This is an optimization exercise on Yosys and OpenROAD, whose aim is small area, a short achievable clock period and few clock cycles, not a production implementation.
Only simulation tests tie the RTL to the original design; equivalence was not proved.
Power is estimated from default activity; no workload was simulated.

==> exp/harbor <==
Design median_cut_quantizer, start of the top module:
module median_cut_quantizer (
    input  wire        clk,
    input  wire        rst,
    input  wire        in_valid,
    input  wire [7:0]  in_data,
    input  wire        in_last,
    output wire        in_ready,
    output wire        out_valid,
    input  wire        out_ready,
    output wire [3:0]  out_qlen,
    output wire [63:0] out_pal
);
    localparam CW = 12;    
    localparam SW = 20;    
    localparam S_LOAD  = 3'd0;
    localparam S_DRAIN = 3'd1;
    localparam S_FIN   = 3'd2;
    localparam S_TRIM  = 3'd3;
    localparam S_WAIT  = 3'd4;
    localparam S_SCAN  = 3'd5;
    reg [2:0]    state;
    reg          in_ready_r;
    reg          clr;                
    reg          i_v, i_last;
    reg [7:0]    i_d;                
    reg          a_v, a_last;        
    reg [7:0]    a_d;
    reg [31:0]   grp;                
    reg          b_v, b_last;        
    reg [7:0]    b_a;
    reg [CW-1:0] b_cnt;              
    wire [CW-1:0] b_new = b_cnt + 1'b1;
    reg          c_v;                
    reg [7:0]    c_a;
    reg [CW-1:0] c_new;
    reg [CW-1:0] n;
    reg [3:0]    ndist;              
    reg [7:0]    L [0:6];            
    reg [7:0]    vmax;
    reg [CW-1:0] hmin, hmax;
    reg [CW-1:0] m;                  
    reg [CW-1:0] cap_min, cap_max;
    reg          rd_more;            
    reg          q_v;                
    reg [5:0]    q_g;
    reg [CW-1:0] q_c [0:3];
    reg          g_v;                
    reg [5:0]    g_g;
    reg [CW-1:0] g_c [0:3];
    reg [CW-1:0] g_T;                
    reg [13:0]   g_W;                
    reg          r_slow;             
    reg [1:0]    sj;                 
    reg [CW-1:0] r_x;                
    reg [2:0]    li;                 
    reg [CW-1:0] lr;                 
    reg          e_v, e_done;
    reg [7:0]    e_val;
    reg [CW-1:0] e_take;
    reg [13:0]   e_w;
    reg          f_v, f_done;
    reg [15:0]   f_plo, f_phi;       
    reg [13:0]   f_w;
    wire [SW-1:0] f_prod = f_plo + {f_phi, 4'd0} + f_w;
    reg [SW-1:0] acc;
    reg          qs_v;               
    reg [SW-1:0] qsum;
    reg [1:0]    pend;               
    reg          djob;               
    reg [CW-1:0] m_div;
    reg [3:0]    d_i;
    reg [2:0]    d_step;             
    reg          d_act;
    reg [CW-1:0] dd;                 
  ...
Settings: LEC_CHECK=0, CAP_MARGIN=20, CORE_MARGIN=2, CORE_UTILIZATION=30, PLACE_DENSITY=0.5, SLEW_MARGIN=20; clock period 10.0 ns.
standard.sh (not shown) runs the stock make flow with config.mk's settings and CLKGATE_MAP_FILE= SYNTH_SCRIPT=/design/flow/synth_recipe.tcl, a recipe that flattens the netlist after the stock synthesis.
==> flow/flow/run.sh <==
#!/bin/bash
# The standard layout (the standard.sh: standard synthesis, then ORFS
# floorplan to finish), with timing repair asked to leave 6.5 ns of setup
# slack at the design's 10 ns clock, i.e. to reach a ~3.5 ns period where
# it can. Everything else is the standard flow.
set -euo pipefail
bash standard.sh SETUP_SLACK_MARGIN=6.5 finish > flow_standard.log 2>&1
==> exp/lagoon (differences from exp/harbor) <==
==> flow/design.v (replaced) <==
module median_cut_quantizer (
    input  wire        clk,
    input  wire        rst,
    input  wire        in_valid,
    input  wire [7:0]  in_data,
    input  wire        in_last,
    output wire        in_ready,
    output wire        out_valid,
    input  wire        out_ready,
    output wire [3:0]  out_qlen,
    output wire [63:0] out_pal
);
    localparam CW = 12;    
    localparam SW = 20;    
    localparam S_LOAD  = 3'd0;
    localparam S_DRAIN = 3'd1;
    localparam S_FIN   = 3'd2;
    localparam S_TRIM  = 3'd3;
    localparam S_WAIT  = 3'd4;
    localparam S_SCAN  = 3'd5;
    localparam S_TRIM2 = 3'd6;
    localparam S_TRIM3 = 3'd7;
    reg [2:0]    state;
    reg          in_ready_r;
    reg          clr;                
    reg          i_v, i_last;
    reg [7:0]    i_d;                
    reg          a_v, a_last;        
    reg [7:0]    a_d;
    reg [31:0]   grp;                
    reg          b_v, b_last;        
    reg [7:0]    b_a;
    reg [CW-1:0] b_cnt;              
    wire [CW-1:0] b_new = b_cnt + 1'b1;
    reg          c_v;                
    reg [7:0]    c_a;
    reg [CW-1:0] c_new;
    reg [CW-1:0] n;
    reg [3:0]    ndist;              
    reg [7:0]    L [0:6];            
    reg [7:0]    vmax;
    reg [CW-1:0] hmin, hmax;
    reg [CW-1:0] m;                  
    reg          rd_more;            
    reg          q_v;                
    reg [5:0]    q_g;
    reg [CW-1:0] q_c [0:3];
    reg          g_v;                
    reg [5:0]    g_g;
    reg [CW-1:0] g_c [0:3];
    reg [CW-1:0] g_T;                
    reg [13:0]   g_W;                
    reg          r_slow;             
    reg [1:0]    sj;                 
    reg [CW-1:0] r_x;                
    reg [2:0]    li;                 
    reg [CW-1:0] lr;                 
    reg [7:0]    base;               
    reg          e_v, e_done;
    reg [14:0]   e_add;
    reg [7:0]    e_base;
    reg [SW-1:0] acc;
    reg          qs_v;               
    reg [SW-1:0] qsum;
    reg [7:0]    qbase;
    reg          pend;               
    reg          djob;               
    reg [3:0]    d_i;
    reg [2:0]    d_step;             
    reg          d_act;
    reg [CW-1:0] dd;                 
    reg [13:0]   dd3;                
    reg [11:0]   dr;                 
    reg [7:0]    dq;
    reg [7:0]    d_base;
    reg          o_v;
    reg [3:0]    o_len;
    reg [7:0]    pal [0:7];
    integer i;
    assign in_ready  = in_ready_r;
    assign out_valid = o_v;
    assign out_qlen  = o_len;
    genvar g;
    generate
        for (g = 0; g < 8; g = g + 1) begin : g_pal
            assign out_pal[8*g+7:8*g] = pal[g];
        end
    endgenerate
    reg  [7:0] lo [0:255];
    wire [7:0] wd = clr ? 8'd0 : b_new[7:0];
    wire [15:0] dec_hi, dec_lo;
    genvar w;
    generate
        for (w = 0; w < 16; w = w + 1) begin : g_dec
            assign dec_hi[w] = clr || (b_v && b_a[7:4] == w);
            assign dec_lo[w] = clr || (b_a[3:0] == w);
        end
        for (w = 0; w < 256; w = w + 1) begin : g_bin
            always @(posedge clk)
                if (dec_hi[w >> 4] && dec_lo[w & 15]) lo[w] <= wd;
        end
    endgenerate
    reg [31:0] rd_grp;
    always @* begin
        for (i = 0; i < 4; i = i + 1)
            rd_grp[8*i +: 8] = lo[{i_d[7:2], i[1:0]}];
    end
    wire [14:0] cv;                  
    reg [7:0]  ctag [0:14];
    reg [3:0]  chi  [0:14];
    reg [3:0]  ap;                   
    reg [14:0] b_match;              
    wire       b_carry = (b_cnt[7:0] == 8'hff);
    wire [14:0] ap_hot;
    wire [14:0] g_match;             
    wire [14:0] a_match_cam;         
    generate
        for (w = 0; w < 15; w = w + 1) begin : g_cam
            assign ap_hot[w]      = (ap == w);
            assign cv[w]          = (ap > w);
            assign g_match[w]     = cv[w] && (ctag[w][7:2] == a_d[7:2]);
            assign a_match_cam[w] = g_match[w] && (ctag[w][1:0] == a_d[1:0]);
        end
    endgenerate
    wire [14:0] b_match_post = (b_carry && b_match == 15'd0) ? ap_hot : b_match;
    reg  [3:0] rd_hi;
    reg  [3:0] g_hi [0:3];
    always @* begin
        rd_hi = 4'd0;
        for (i = 0; i < 4; i = i + 1) g_hi[i] = 4'd0;
        for (i = 0; i < 15; i = i + 1) begin
            if (a_match_cam[i]) rd_hi = rd_hi | chi[i];
            if (g_match[i]) g_hi[ctag[i][1:0]] = g_hi[ctag[i][1:0]] | chi[i];
        end
    end
    wire [7:0]    rd_lo  = grp[8*a_d[1:0] +: 8];
    wire [CW-1:0] rd_cnt = {rd_hi, rd_lo};
    always @(posedge clk) begin
        if (clr) begin
            ap <= 4'd0;
        end else if (b_v && b_carry) begin
            for (i = 0; i < 15; i = i + 1)
                if (b_match_post[i]) begin
                    ctag[i] <= b_a;
                    chi[i]  <= b_new[11:8];
                end
            if (b_match == 15'd0) ap <= ap + 1'b1;
        end
    end
    wire          fwd_b   = b_v && (b_a == a_d);
    wire          fwd_c   = c_v && (c_a == a_d);
    wire [CW-1:0] a_cnt   = fwd_b ? b_new : fwd_c ? c_new : rd_cnt;
    wire [14:0]   a_match = fwd_b ? b_match_post : a_match_cam;
    wire [CW-1:0] g_cnt [0:3];
    generate
        for (w = 0; w < 4; w = w + 1) begin : g_trim
            assign g_cnt[w] = ({a_d[7:2], 2'd0} + w == L[0]) ? cmin :
                              ({a_d[7:2], 2'd0} + w == vmax) ? cmax :
                              {g_hi[w], grp[8*w +: 8]};
        end
    endgenerate
    reg  [7:0] L_ins [0:6];
    reg  [6:0] gt;
    always @* begin
        for (i = 0; i < 7; i = i + 1)
            gt[i] = (ndist <= i) || (L[i] > b_a);
        for (i = 0; i < 7; i = i + 1) begin
            if (!gt[i])                  L_ins[i] = L[i];
            else if (i == 0)             L_ins[i] = b_a;
            else if (gt[i-1])            L_ins[i] = L[i-1];
            else                         L_ins[i] = b_a;
        end
    end
    wire [CW-1:0] trim = n >> 3;
    wire [CW-1:0] cmin = (hmin > trim) ? trim : hmin;
    wire [CW-1:0] cmax = (hmax > trim) ? trim : hmax;
    function [CW-1:0] leaf_size;
        input [CW-1:0] mm;
        input [2:0]    idx;
        reg   [CW:0]   s;
        begin
            s = mm + {idx[0], idx[1], idx[2]};
            leaf_size = s[CW:3];
        end
    endfunction
    wire          slow_now = r_slow || (g_T > lr);
    wire          fast_eq  = (g_T == lr);
    wire [1:0]    sj_now   = r_slow ? sj : 2'd0;
    wire [CW-1:0] xc       = r_x;
    wire          xs_fit   = (xc < lr);
    wire          xs_end   = (xc <= lr);        
    wire [CW-1:0] lr_next  = leaf_size(m, li + 1'b1);
    wire          step_done = slow_now ? !xs_fit : fast_eq;
    wire          scanning  = (state == S_SCAN);
    wire          rdscan    = scanning || (state == S_TRIM) || (state == S_TRIM2) ||
                              (state == S_TRIM3) || (state == S_WAIT);
    wire          sc_go     = scanning && g_v && (!pend || !step_done);
    wire          consume   = sc_go && (slow_now ? (xs_end && sj_now == 2'd3) : 1'b1);
    wire          g_load    = !g_v || consume;
    wire          q_load    = !q_v || g_load;
    wire          a_load    = !rdscan || !a_v || q_load;
    wire [13:0]   dt     = {dr, dq[7:6]};
    wire [14:0]   ds1    = {1'b0, dt} - {3'b000, dd};
    wire [14:0]   ds2    = {1'b0, dt} - {2'b00, dd, 1'b0};
    wire [14:0]   ds3    = {1'b0, dt} - {1'b0, dd3};
    wire          ge1    = !ds1[14];
    wire          ge2    = !ds2[14];
    wire          ge3    = !ds3[14];
    wire [13:0]   dr_n   = ge3 ? ds3[13:0] : ge2 ? ds2[13:0] : ge1 ? ds1[13:0] : dt;
    wire [1:0]    dqb    = ge3 ? 2'd3 : ge2 ? 2'd2 : ge1 ? 2'd1 : 2'd0;
    wire [12:0]   dr2    = {dr, 1'b0};
    wire          rnd_up = (dr2 > {1'b0, dd}) || ((dr2 == {1'b0, dd}) && (dq[0] ^ d_base[0]));
    wire [7:0]    dq_b0  = dq + d_base;
    wire [7:0]    dq_b1  = dq + d_base + 1'b1;
    wire [7:0]    dq_rnd = rnd_up ? dq_b1 : dq_b0;
    wire [CW-1:0] dsz    = leaf_size(m, d_i[2:0]);
    wire          sc_done   = sc_go && step_done;
    wire          d_pop     = djob && !d_act && qs_v && (d_i != 0 || !o_v);
    always @(posedge clk) begin
        if (rst) begin
            state      <= S_LOAD;
            in_ready_r <= 1'b1;
            clr        <= 1'b1;
            i_v        <= 1'b0;
            a_v        <= 1'b0;
            b_v        <= 1'b0;
            c_v        <= 1'b0;
            n          <= {CW{1'b0}};
            ndist      <= 4'd0;
            g_v        <= 1'b0;
            q_v        <= 1'b0;
            e_v        <= 1'b0;
            djob       <= 1'b0;
            d_act      <= 1'b0;
            o_v        <= 1'b0;
        end else begin
            clr <= 1'b0;
            e_v    <= sc_go;
            e_add  <= !slow_now ? {lr - g_T, 2'b00} + g_W : (xs_fit ? lr - xc : 15'd0);
            e_base <= base;
            e_done <= step_done;
            if (!rdscan) begin
                i_v <= in_valid && in_ready_r;
                if (in_valid && in_ready_r) begin
                    i_d    <= in_data;
                    i_last <= in_last;
                    if (in_last) in_ready_r <= 1'b0;
                end
            end
            if (a_load) begin
                a_v    <= rdscan ? rd_more : i_v;
                a_d    <= i_d;
                a_last <= i_last;
                grp    <= rd_grp;
                if (rdscan && rd_more) begin
                    i_d <= {i_d[7:2] + 1'b1, 2'b00};
                    if (i_d[7:2] == vmax[7:2]) rd_more <= 1'b0;
                end
            end
            b_v     <= a_v && !rdscan;
            b_a     <= a_d;
            b_last  <= a_last;
            b_cnt   <= a_cnt;
            b_match <= a_match;
            c_v   <= b_v;
            c_a   <= b_a;
            c_new <= b_new;
            if (b_v) begin
                n <= n + 1'b1;
                if (ndist == 0 || b_a <= L[0]) hmin <= b_new;
                if (ndist == 0 || b_a >= vmax) begin
                    hmax <= b_new;
                    vmax <= b_a;
                end
                if (b_cnt == 0) begin
                    if (ndist != 4'd8) ndist <= ndist + 1'b1;
                    for (i = 0; i < 7; i = i + 1) L[i] <= L_ins[i];
                end
            end
            case (state)
            S_LOAD: begin
                if (in_valid && in_ready_r && in_last) state <= S_DRAIN;
            end
            S_DRAIN: begin
                if (b_v && b_last) state <= S_FIN;
            end
            S_FIN: begin
                if (!djob) begin
                    m   <= n - hmin;
                    acc <= {{(SW-CW){1'b0}}, cmin};
                end
                if (ndist == 4'd8) begin
                    if (!djob) begin
                        i_d     <= {L[0][7:2], 2'b00};
                        rd_more <= 1'b1;
                        a_v     <= 1'b0;
                        q_v     <= 1'b0;
                        g_v     <= 1'b0;
                        state   <= S_TRIM;
                    end
                end else if (!djob && !o_v) begin
                    for (i = 0; i < 7; i = i + 1)
                        pal[i] <= (i < ndist) ? L[i] : 8'd0;
                    pal[7]     <= 8'd0;
                    o_len      <= ndist;
                    o_v        <= 1'b1;
                    clr        <= 1'b1;
                    n          <= {CW{1'b0}};
                    ndist      <= 4'd0;
                    in_ready_r <= 1'b1;
                    state      <= S_LOAD;
                end
            end
            S_TRIM: begin
                m     <= m - hmax;
                state <= S_TRIM2;
            end
            S_TRIM2: begin
                m     <= m + acc[CW-1:0];
                acc   <= {{(SW-CW){1'b0}}, cmax};
                state <= S_TRIM3;
            end
            S_TRIM3: begin
                m     <= m + acc[CW-1:0];
                state <= S_WAIT;
            end
            S_WAIT: begin
                if (!djob) begin
                    djob     <= 1'b1;
                    d_i      <= 4'd0;
                    d_act    <= 1'b0;
                    pend     <= 1'b0;
                    qs_v     <= 1'b0;
                    r_slow   <= 1'b0;
                    li       <= 3'd0;
                    lr       <= leaf_size(m, 3'd0);
                    acc      <= {SW{1'b0}};
                    base     <= {L[0][7:2], 2'b00};
                    state    <= S_SCAN;
                end
            end
            S_SCAN: begin
                if (sc_go) begin
                    if (!slow_now) begin
                        if (fast_eq) begin
                            li   <= li + 1'b1;
                            lr   <= lr_next;
                            base <= {g_g + 1'b1, 2'b00};
                        end else begin
                            lr <= lr - g_T;
                        end
                    end else begin
                        r_slow <= 1'b1;
                        if (xs_end) begin
                            r_x     <= (sj_now == 2'd0) ? g_c[1] : (sj_now == 2'd1) ? g_c[2] : g_c[3];
                            sj      <= sj_now + 1'b1;
                            if (sj_now == 2'd3) r_slow <= 1'b0;
                        end else begin
                            r_x     <= xc - lr;
                            sj      <= sj_now;
                        end
                        if (xs_fit) begin
                            lr <= lr - xc;
                        end else begin
                            li   <= li + 1'b1;
                            lr   <= lr_next;
                            base <= {g_g, sj_now} + xs_end;
                        end
                    end
                    if (li == 3'd7 && step_done) begin
                        clr        <= 1'b1;
                        n          <= {CW{1'b0}};
                        ndist      <= 4'd0;
                        in_ready_r <= 1'b1;
                        i_v        <= 1'b0;
                        a_v        <= 1'b0;
                        state      <= S_LOAD;
                    end
                end
            end
            default: state <= S_LOAD;
            endcase
            if (rdscan) begin
                if (g_load) begin
                    g_v <= q_v;
                    r_x <= q_c[0];
                    g_g <= q_g;
                    for (i = 1; i < 4; i = i + 1) g_c[i] <= q_c[i];
                    g_T <= q_c[0] + q_c[1] + q_c[2] + q_c[3];
                    g_W <= q_c[1] + {q_c[2], 1'b0} + {q_c[3], 1'b0} + q_c[3];
                end
                if (q_load) begin
                    q_v <= a_v;
                    q_g <= a_d[7:2];
                    for (i = 0; i < 4; i = i + 1) q_c[i] <= g_cnt[i];
                end
            end
            if (e_v) begin
                if (e_done) begin
                    qsum  <= acc + e_add;
                    qbase <= e_base;
                    qs_v  <= 1'b1;
                    acc   <= {SW{1'b0}};
                end else begin
                    acc <= acc + e_add;
                end
            end
            if (djob) begin
                if (!d_act) begin
                    if (d_pop) begin
                        qs_v   <= 1'b0;
                        d_act  <= 1'b1;
                        d_step <= 3'd1;
                        dd     <= dsz;
                        dd3    <= {2'b00, dsz} + {1'b0, dsz, 1'b0};
                        dr     <= qsum[19:8];
                        dq     <= qsum[7:0];
                        d_base <= qbase;
                    end
                end else if (d_step != 3'd5) begin
                    dr     <= dr_n[11:0];
                    dq     <= {dq[5:0], dqb};
                    d_step <= d_step + 1'b1;
                end else begin
                    pal[d_i[2:0]] <= dq_rnd;
                    d_act <= 1'b0;
                    d_i   <= d_i + 1'b1;
                    if (d_i == 4'd7) begin
                        djob  <= 1'b0;
                        o_len <= 4'd8;
                        o_v   <= 1'b1;
                    end
                end
            end
            if (state != S_WAIT) pend <= sc_done || (pend && !d_pop);
            if (o_v && out_ready) o_v <= 1'b0;
        end
    end
endmodule
==> flow/config.mk (replaced) <==
export PLATFORM = sky130hd
export DESIGN_NAME = median_cut_quantizer
export DESIGN_NICKNAME = median_cut_quantizer
export VERILOG_FILES = /design/flow/design.v
export SDC_FILE = /design/flow/constraint.sdc
export NUM_CORES = 4
export LEC_CHECK = 0
export CAP_MARGIN = 20
export CORE_MARGIN = 2
export CORE_UTILIZATION = 45
export CTS_BUF_LIST = sky130_fd_sc_hd__clkbuf_8
export PLACE_DENSITY = 0.6
export SLEW_MARGIN = 20
==> notes <==
- exp/harbor completed with no timing, DRC or antenna violations. exp/lagoon passed the timing, DRC and antenna checks.
- Between exp/harbor and exp/lagoon, the lower critical path depth is in exp/lagoon (gap 18).
- Clock skew: exp/harbor is lower than exp/lagoon (0.063 ns).
- Against exp/lagoon, the global-route usage of exp/harbor is lower by 11 points.
- Between exp/harbor and exp/lagoon, the lower combinational power is in exp/harbor (gap about 24%, measured against exp/lagoon).
- Against exp/harbor, the fmax of exp/lagoon is higher by 9.3%.
- Of exp/harbor and exp/lagoon, exp/lagoon has the higher setup slack (gap 0.34 ns).
- In exp/harbor the non-clock buffer count is higher than in exp/lagoon, by 207.
- Of exp/harbor and exp/lagoon, exp/harbor has the higher clock power (gap about 20%, measured against exp/lagoon).
==> figures <==
metric                                                             exp/lagoon  exp/harbor
Run status                                           timing/DRC/antenna clean  timing/DRC/antenna clean
Clock buffer count from CTS                                               450         311
Number of antenna violations at the first check in global routing          17          22
DR WL met3                                                           59200 um    56100 um
CTS Sinks                                                                2828        2927
Setup slack after layout                                              6.39 ns     6.05 ns
Overall global routing resource usage                                   34.5%       23.4%
Initial Util                                                            45.2%       30.2%
Worst hold margin                                                    0.409 ns    0.420 ns
Std cell rows                                                             189         236
Capture instance of the worst register-to-register path            lo[255][7]     pend[1]
Highest cell delay on the worst timing path                           0.43 ns     0.38 ns
Proportion of power drawn by the clock network                          36.4%       41.5%
Y dimension of the die                                                 520 um      649 um
Sw Pwr                                                                6870 uW     6480 uW
Overall die width                                                      520 um      649 um
Antenna diode count                                                        13           6
Testbench counts of exp/harbor, summed over its fixed seeds: cycles 50,537.
Testbench counts of exp/lagoon, summed over its fixed seeds: cycles 50,385.

==> afterwards: timing with drivers on the ports <==
The results above use ideal ports. As a check the final layouts listed here were re-extracted and re-timed, cells and wires unchanged.
Step 1 sets driving cells, clkbuf_16 on the clock port and buf_2 on the other inputs (assumed; they add their load-dependent delay and slew).
Step 2 also shifts input and output timing later by t, the mid clock arrival at the registers, as if the neighbouring blocks saw the same clock.
Slacks: ideal / step 1 / step 2; pairs: ideal / step 1.
| run | t, ns | slack for setup (ns) | hold WS [ns] | slew at the worst register clock pin (ns) |
|---|---|---|---|---|
| exp/harbor | 0.987 | 6.049 / 6.049 / 5.788 | 0.420 / 0.420 / 0.420 | 0.07 / 0.07 |
| exp/lagoon | 1.154 | 6.386 / 6.291 / 5.672 | 0.409 / 0.409 / 0.409 | 0.08 / 0.08 |
After both steps setup and hold are still met in every run listed. For exp/lagoon, which loses most, drivers alone change the setup slack by -0.095 ns; drivers and shift together by -0.714 ns.
